What follows belongs to an exercise in optimizing a design on an open flow for small area, a short achievable clock period and few clock cycles per item; a production flow would make more cautious choices. Where RTL was checked, it was by simulation tests only, not by an equivalence proof against the original. No driver is modelled on the clock port, so clocking that relies on it looks cheaper here than on a real chip. Power and IR drop assume default switching activity.

job 102:
==> flow/design.v <==
module ptc_analyzer (
    input  wire        clk,
    input  wire        rst,
    input  wire        in_valid,
    output reg         in_ready,
    input  wire [7:0]  in_data,
    output reg         ent_valid,
    output wire [3:0]  ent_index,
    output wire [23:0] ent_start,
    output wire [15:0] ent_size,
    output wire [7:0]  ent_type_flags,
    output reg  [2:0]  ent_kind,
    output wire        ent_active,
    output wire        ent_locked,
    output reg  [15:0] ent_size_kb,
    output reg         ent_contig_err,
    output wire [20:0] ent_expected,
    output wire [69:0] ent_name,
    output reg         res_valid,
    output reg  [1:0]  res_status,
    output wire [15:0] res_magic,
    output wire [15:0] res_cks_stored,
    output wire [15:0] res_cks_computed,
    output wire [7:0]  res_drive_type,
    output wire [23:0] res_total,
    output wire [15:0] res_cylinders,
    output wire [7:0]  res_heads,
    output wire [7:0]  res_sectors,
    output wire [7:0]  res_interleave,
    output wire [7:0]  res_boot,
    output wire [31:0] res_active_slots,
    output wire [20:0] res_partitioned,
    output wire [15:0] res_contig_mask,
    output reg         res_w_checksum,
    output reg         res_w_total,
    output reg         res_w_geometry,
    output wire [23:0] res_derived_cyl,
    output reg  [16:0] res_logical_mb_x10,
    output wire [24:0] res_native_mb_x10,
    output wire [4:0]  res_viol_count
);
    reg  [8:0] c;
    wire       take = in_valid & in_ready;
    reg        tk;
    reg  [7:0] din;
    reg  [3:0] idx;
    reg  [15:0] magic, cks_st, cyl;
    reg  [7:0]  drive, heads, sect, inter, boot;
    reg  [23:0] total;
    reg  [31:0] active;
    reg  [7:0]  a0, a1;
    reg  [23:0] e_start;
    reg  [15:0] e_size;
    reg  [7:0]  e_tf;
    reg  [69:0] e_name;
    reg  [20:0] x;                  
    reg  [15:0] mask;
    reg  [4:0]  viol;
    reg         st1, st2, st3;
    reg         emit;                   
    wire magic_ok = (magic == 16'hAEAE);
    function [6:0] sanitize;
        input [7:0] b;
        begin
            if (b[6:5] == 2'b00 || b[6:0] == 7'h7F) sanitize = 7'h3F;
            else                                   sanitize = b[6:0];
        end
    endfunction
    wire [6:0] din_s = sanitize(din);
    wire [3:0]  lc;                     
    wire [11:0] lv = {1'b0, din, 3'd0} + {3'd0, din, 1'b0}
                   + {8'd0, c[2] ? lc : 4'd0} + {9'd0, c[2] & ~c[0], 2'd0};
    integer k;
    always @(posedge clk) begin
        din <= in_data;
        idx <= c[8:5];
        if (tk) begin
            case (c)
                9'd0:   magic[7:0]    <= din;
                9'd1:   magic[15:8]   <= din;
                9'd4:   cks_st[7:0]   <= din;
                9'd5:   cks_st[15:8]  <= din;
                9'd8:   drive         <= din;
                9'd9: begin
                    total[7:0]    <= din;
                end
                9'd12: begin
                    total[15:8]   <= din;
                    res_logical_mb_x10[4:0]  <= lv[7:3];
                end
                9'd13: begin
                    total[23:16]  <= din;
                    res_logical_mb_x10[16:5] <= lv;
                end
                9'd17:  cyl[7:0]      <= din;
                9'd20:  cyl[15:8]     <= din;
                9'd21:  heads         <= din;
                9'd24:  sect          <= din;
                9'd25:  inter         <= din;
                9'd28:  boot          <= din;
                9'd33:  active[7:0]   <= din;
                9'd36:  active[15:8]  <= din;
                9'd37:  active[23:16] <= din;
                9'd40:  active[31:24] <= din;
                default: ;
            endcase
            case (c[4:0])
                5'd2:  e_start[7:0]   <= din;
                5'd3:  e_start[15:8]  <= din;
                5'd6:  e_start[23:16] <= din;
                5'd7:  e_size[7:0]    <= din;
                5'd10: e_size[15:8]   <= din;
                5'd11: e_tf           <= din;
                5'd14: e_name[6:0]    <= din_s;
                5'd15: e_name[13:7]   <= din_s;
                5'd18: e_name[20:14]  <= din_s;
                5'd19: e_name[27:21]  <= din_s;
                5'd22: e_name[34:28]  <= din_s;
                5'd23: e_name[41:35]  <= din_s;
                5'd26: e_name[48:42]  <= din_s;
                5'd27: e_name[55:49]  <= din_s;
                5'd30: e_name[62:56]  <= din_s;
                5'd31: e_name[69:63]  <= din_s;
                default: ;
            endcase
            if (c == 9'd0 || c == 9'd1) begin
                if (c[0]) a1 <= din;
                else      a0 <= din;
            end else if (c != 9'd4 && c != 9'd5) begin
                if (c[0]) a1 <= a1 ^ din;
                else      a0 <= a0 ^ din;
            end
        end
    end
    wire last = take && c == 9'd510;    
    wire w_cks_c = (cks_st != {a1, a0});
    wire w_tot_c = ({3'd0, x} != total);
    always @(posedge clk) begin
        if (rst) begin
            c         <= 9'd511;
            in_ready  <= 1'b1;
            ent_valid <= 1'b0;
            emit      <= 1'b0;
            res_valid <= 1'b0;
            st1       <= 1'b0;
            st2       <= 1'b0;
            st3       <= 1'b0;
            tk        <= 1'b0;
        end else begin
            if (take) c <= c + 9'd1;
            tk        <= take;
            emit      <= tk && c[4:0] == 5'd31;
            ent_valid <= tk && c[4:0] == 5'd31 && magic_ok;
            st1       <= last;
            st2       <= st1;
            st3       <= st2;
            res_valid <= st3;
            in_ready  <= !last && !st1;
        end
    end
    always @(posedge clk) begin
        if (rst || res_valid)
            x <= 21'd1;
        else if (emit || st3)
            x <= x + {{5{st3}}, e_size | {16{st3}}};      
        if (emit)
            mask <= {ent_contig_err, mask[15:1]};
        if (rst || res_valid)
            viol <= 5'd0;
        else if (emit)
            viol <= viol + {4'd0, ent_contig_err};
        else if (st3)
            viol <= viol + {4'd0, w_cks_c} + {4'd0, w_tot_c} + {4'd0, res_w_geometry};
    end
    always @(posedge clk) begin
        ent_contig_err <= (e_start != {3'd0, x});
        ent_kind       <= (e_tf[3:0] <= 4'd4) ? e_tf[2:0] : 3'd5;
        ent_size_kb    <= {1'b0, e_size[15:1]} + {15'd0, e_size[0] & e_size[1]};
        res_w_checksum <= w_cks_c;
        res_w_total    <= w_tot_c;
        if (!magic_ok)                      res_status <= 2'd1;
        else if (heads == 8'd0 || sect == 8'd0) res_status <= 2'd2;
        else                                res_status <= 2'd0;
    end
    reg  [23:0] q;
    reg  [7:0]  rem;
    reg  [24:0] nmb;
    assign lc = rem[3:0];
    wire        mclr  = c[8:5] == 4'd1;
    wire        mstep = c[8:6] == 3'd1;
    wire [5:0]  t     = c[5:0];
    wire        x1    = (t[5:3] == 3'd0) && heads[t[2:0]];
    wire [8:0]  t1    = {1'b0, rem} + (x1 ? {1'b0, sect} : 9'd0);
    wire        h1 = q[16], h2 = q[17], h3 = q[18], c1 = q[19];
    wire        z     = h1 ^ h3 ^ c1;
    wire        zc    = (h1 & h3) | (h1 & c1) | (h3 & c1);
    wire [16:0] t2    = {1'b0, q[15:0]} + (z ? {1'b0, cyl} : 17'd0);
    wire        dpass = (c[8:5] == 4'd4 || c[8:5] == 4'd5) && c[4:3] != 2'b11;
    wire        dbit  = q[23];
    wire [7:0]  dvs   = c[5] ? sect : heads;
    wire [8:0]  dt    = {rem, dbit};
    wire [9:0]  dd    = {1'b0, dt} - {2'b0, dvs};
    wire        dge   = !dd[9];
    always @(posedge clk) begin
        if (tk) begin
            if (dpass) begin
                rem <= dge ? dd[7:0] : dt[7:0];
                q   <= {q[22:0], dge};
            end else if (c == 9'd127) begin
                rem <= 8'd0;
                q   <= total;
            end else if (mstep) begin
                rem      <= t1[8:1];
                q[19:0]  <= {zc, h2, h1, t1[0], t2[16:1]};
                if (t >= 6'd11 && t <= 6'd35)
                    nmb <= {t2[0], nmb[24:1]};
            end else if (c == 9'd9 || c == 9'd12) begin
                rem[3:0] <= lv[11:8];
            end else if (c[8:4] != 5'd0) begin
                rem <= 8'd0;
                if (mclr) q[19:0] <= 20'd1024;
            end
        end
        res_w_geometry <= (q > {8'd0, cyl});
    end
    assign ent_index        = idx;
    assign ent_start        = e_start;
    assign ent_size         = e_size;
    assign ent_type_flags   = e_tf;
    assign ent_active       = e_tf[6];
    assign ent_locked       = e_tf[7];
    assign ent_expected     = x;
    assign ent_name         = e_name;
    assign res_magic        = magic;
    assign res_cks_stored   = cks_st;
    assign res_cks_computed = {a1, a0};
    assign res_drive_type   = drive;
    assign res_total        = total;
    assign res_cylinders    = cyl;
    assign res_heads        = heads;
    assign res_sectors      = sect;
    assign res_interleave   = inter;
    assign res_boot         = boot;
    assign res_active_slots = active;
    assign res_partitioned  = x;
    assign res_contig_mask  = mask;
    assign res_derived_cyl  = q;
    assign res_native_mb_x10 = nmb;
    assign res_viol_count   = viol;
endmodule
Settings: LEC_CHECK=0, CAP_MARGIN=20, CORE_MARGIN=2, CORE_UTILIZATION=55, CTS_CLUSTER_DIAMETER=150, CTS_CLUSTER_SIZE=25, PLACE_DENSITY=0.7, SLEW_MARGIN=20; clock period 14.0 ns.
standard.sh (not shown) runs the stock make flow with config.mk's settings and CLKGATE_MAP_FILE= SYNTH_SCRIPT=/design/flow/synth_recipe.tcl, a recipe that flattens the netlist after the stock synthesis.
==> flow/flow/run.sh <==
#!/bin/bash
set -euo pipefail
export BUFFER_PORTS_ARGS="-buffer_cell sky130_fd_sc_hd__buf_1"
export SETUP_SLACK_MARGIN=9.9
bash standard.sh cts > standard_cts.log 2>&1
CTS_ODB=$PWD/orfs/results/sky130hd/ptc_analyzer/base/4_cts.odb \
  openroad -no_init -exit flow/clock_root.tcl > clock_root.log 2>&1
bash standard.sh > standard.log 2>&1
==> flow/flow/clock_root.tcl <==
read_db $::env(CTS_ODB)
set block [ord::get_db_block]
set clk_net [$block findNet clk]
set roots {}
foreach it [$clk_net getITerms] { lappend roots [$it getInst] }
if {[llength $roots] != 1} { error "expected one cell on the clock port, found [llength $roots]" }
set root [lindex $roots 0]
if {![string match "sky130_fd_sc_hd__clkbuf_*" [[$root getMaster] getName]]} { error "root is not a clock buffer" }
set root_out ""
foreach it [$root getITerms] {
  if {[[$it getMTerm] getIoType] eq "OUTPUT"} { set root_out [$it getNet] }
}
set loads {}
foreach it [$root_out getITerms] {
  if {[[$it getMTerm] getIoType] eq "INPUT"} { lappend loads $it }
}
if {[llength $loads] > 4} { puts "root drives [llength $loads] pins, left as is"; exit }
foreach it $loads {
  set inst [$it getInst]
  if {![string match "sky130_fd_sc_hd__clkbuf_*" [[$inst getMaster] getName]]} { puts "root drives a non-buffer, left as is"; exit }
}
foreach it $loads {
  $it disconnect
  $it connect $clk_net
}
puts "removed [$root getName]; the clock port drives [llength $loads] buffers"
odb::dbInst_destroy $root
odb::dbNet_destroy $root_out
write_db $::env(CTS_ODB)
Testbench counts of job 102, summed over its fixed seeds: cycles 197,392, tables 384.
The inputs of job 101 differ from those of job 102 as listed below.
-- flow/design.v --
<<< job 102, line 173
            viol <= viol + {4'd0, w_cks_c} + {4'd0, w_tot_c} + {4'd0, res_w_geometry};
    end
    always @(posedge clk) begin
        ent_contig_err <= (e_start != {3'd0, x});
        ent_kind       <= (e_tf[3:0] <= 4'd4) ? e_tf[2:0] : 3'd5;
        ent_size_kb    <= {1'b0, e_size[15:1]} + {15'd0, e_size[0] & e_size[1]};
        res_w_checksum <= w_cks_c;
        res_w_total    <= w_tot_c;
>>> job 101, line 173
            viol <= viol + {4'd0, w_cks_c} + {4'd0, w_tot_c} + {4'd0, res_w_geometry};
    end
    reg        kb_cy;
    reg  [7:0] kb_lc;
    reg  [6:0] kb_lo;
    reg  [9:0] kb_hc;
    reg  [8:0] kb_hi;
    always @(*) begin
        kb_lc[0] = e_size[0] & e_size[1];
        for (k = 0; k < 7; k = k + 1) begin
            kb_lo[k]   = e_size[k + 1] ^ kb_lc[k];
            kb_lc[k+1] = e_size[k + 1] & kb_lc[k];
        end
        kb_hc[0] = kb_cy;
        for (k = 0; k < 8; k = k + 1) begin
            kb_hi[k]   = e_size[k + 8] ^ kb_hc[k];
            kb_hc[k+1] = e_size[k + 8] & kb_hc[k];
        end
        kb_hi[8] = kb_hc[8];
    end
    always @(posedge clk) begin
        ent_contig_err <= (e_start != {3'd0, x});
        ent_kind       <= (e_tf[3:0] <= 4'd4) ? e_tf[2:0] : 3'd5;
        kb_cy          <= kb_lc[7];
        ent_size_kb    <= {kb_hi, kb_lo};
        res_w_checksum <= w_cks_c;
        res_w_total    <= w_tot_c;
### Flow results
Job 101 reached the end of the flow, and the finished layout is clean on the timing, DRC and antenna checks. Compared with job 102, in job 101 measured slew at the worst slew-check pin now sits higher, critical path depth now sits at about the same level, average cell area after synthesis now sits lower, number of gates resized after CTS now sits higher. As of job 101, number of cells in the finished layout apart from fillers had risen by a few percent compared to job 102. Compared with job 102, the router placed more vias in job 101. Taking job 102 as the reference, in job 101 part of the power in registers essentially unchanged; register-to-register setup slack decreased 0.10 ns; final critical-path required period decreased 0.0035 ns; layout overhead on the synthesized area decreased 0.45 points. Relative to job 102, non-clock buffer count decreased by 3 in job 101. When job 101 is set beside job 102, its average vias per placed instance turns out to be 0.11 larger.
For job 101, only the layout was checked, not whether the RTL still works.

static timing again, ports no longer ideal:
No port has a modelled driver above. Below, the same layouts with a new extraction and two added sets of constraints. Step 1 assumes that a clkbuf_16 drives the clock port and a buf_2 every other input. Step 2 moves the port delays by t, midway between the first and last clock arrival at a register: inputs arrive t later, outputs are due t later. That takes back most of the time a late clock gives input paths. Slacks: ideal ports / drivers / drivers and shift; pairs: ideal ports / drivers.
run | t (ns) | setup slack, ns | worst data-port slew with drivers (ns)
job 102 | 0.477 | 10.029 / 9.962 / 9.664 | 0.10
job 101 | 0.482 | 10.032 / 9.968 / 9.575 | 0.08
After both steps setup and hold are still met in every run listed. For job 101, which loses most, drivers alone change the setup slack by -0.064 ns; drivers and shift together by -0.457 ns.
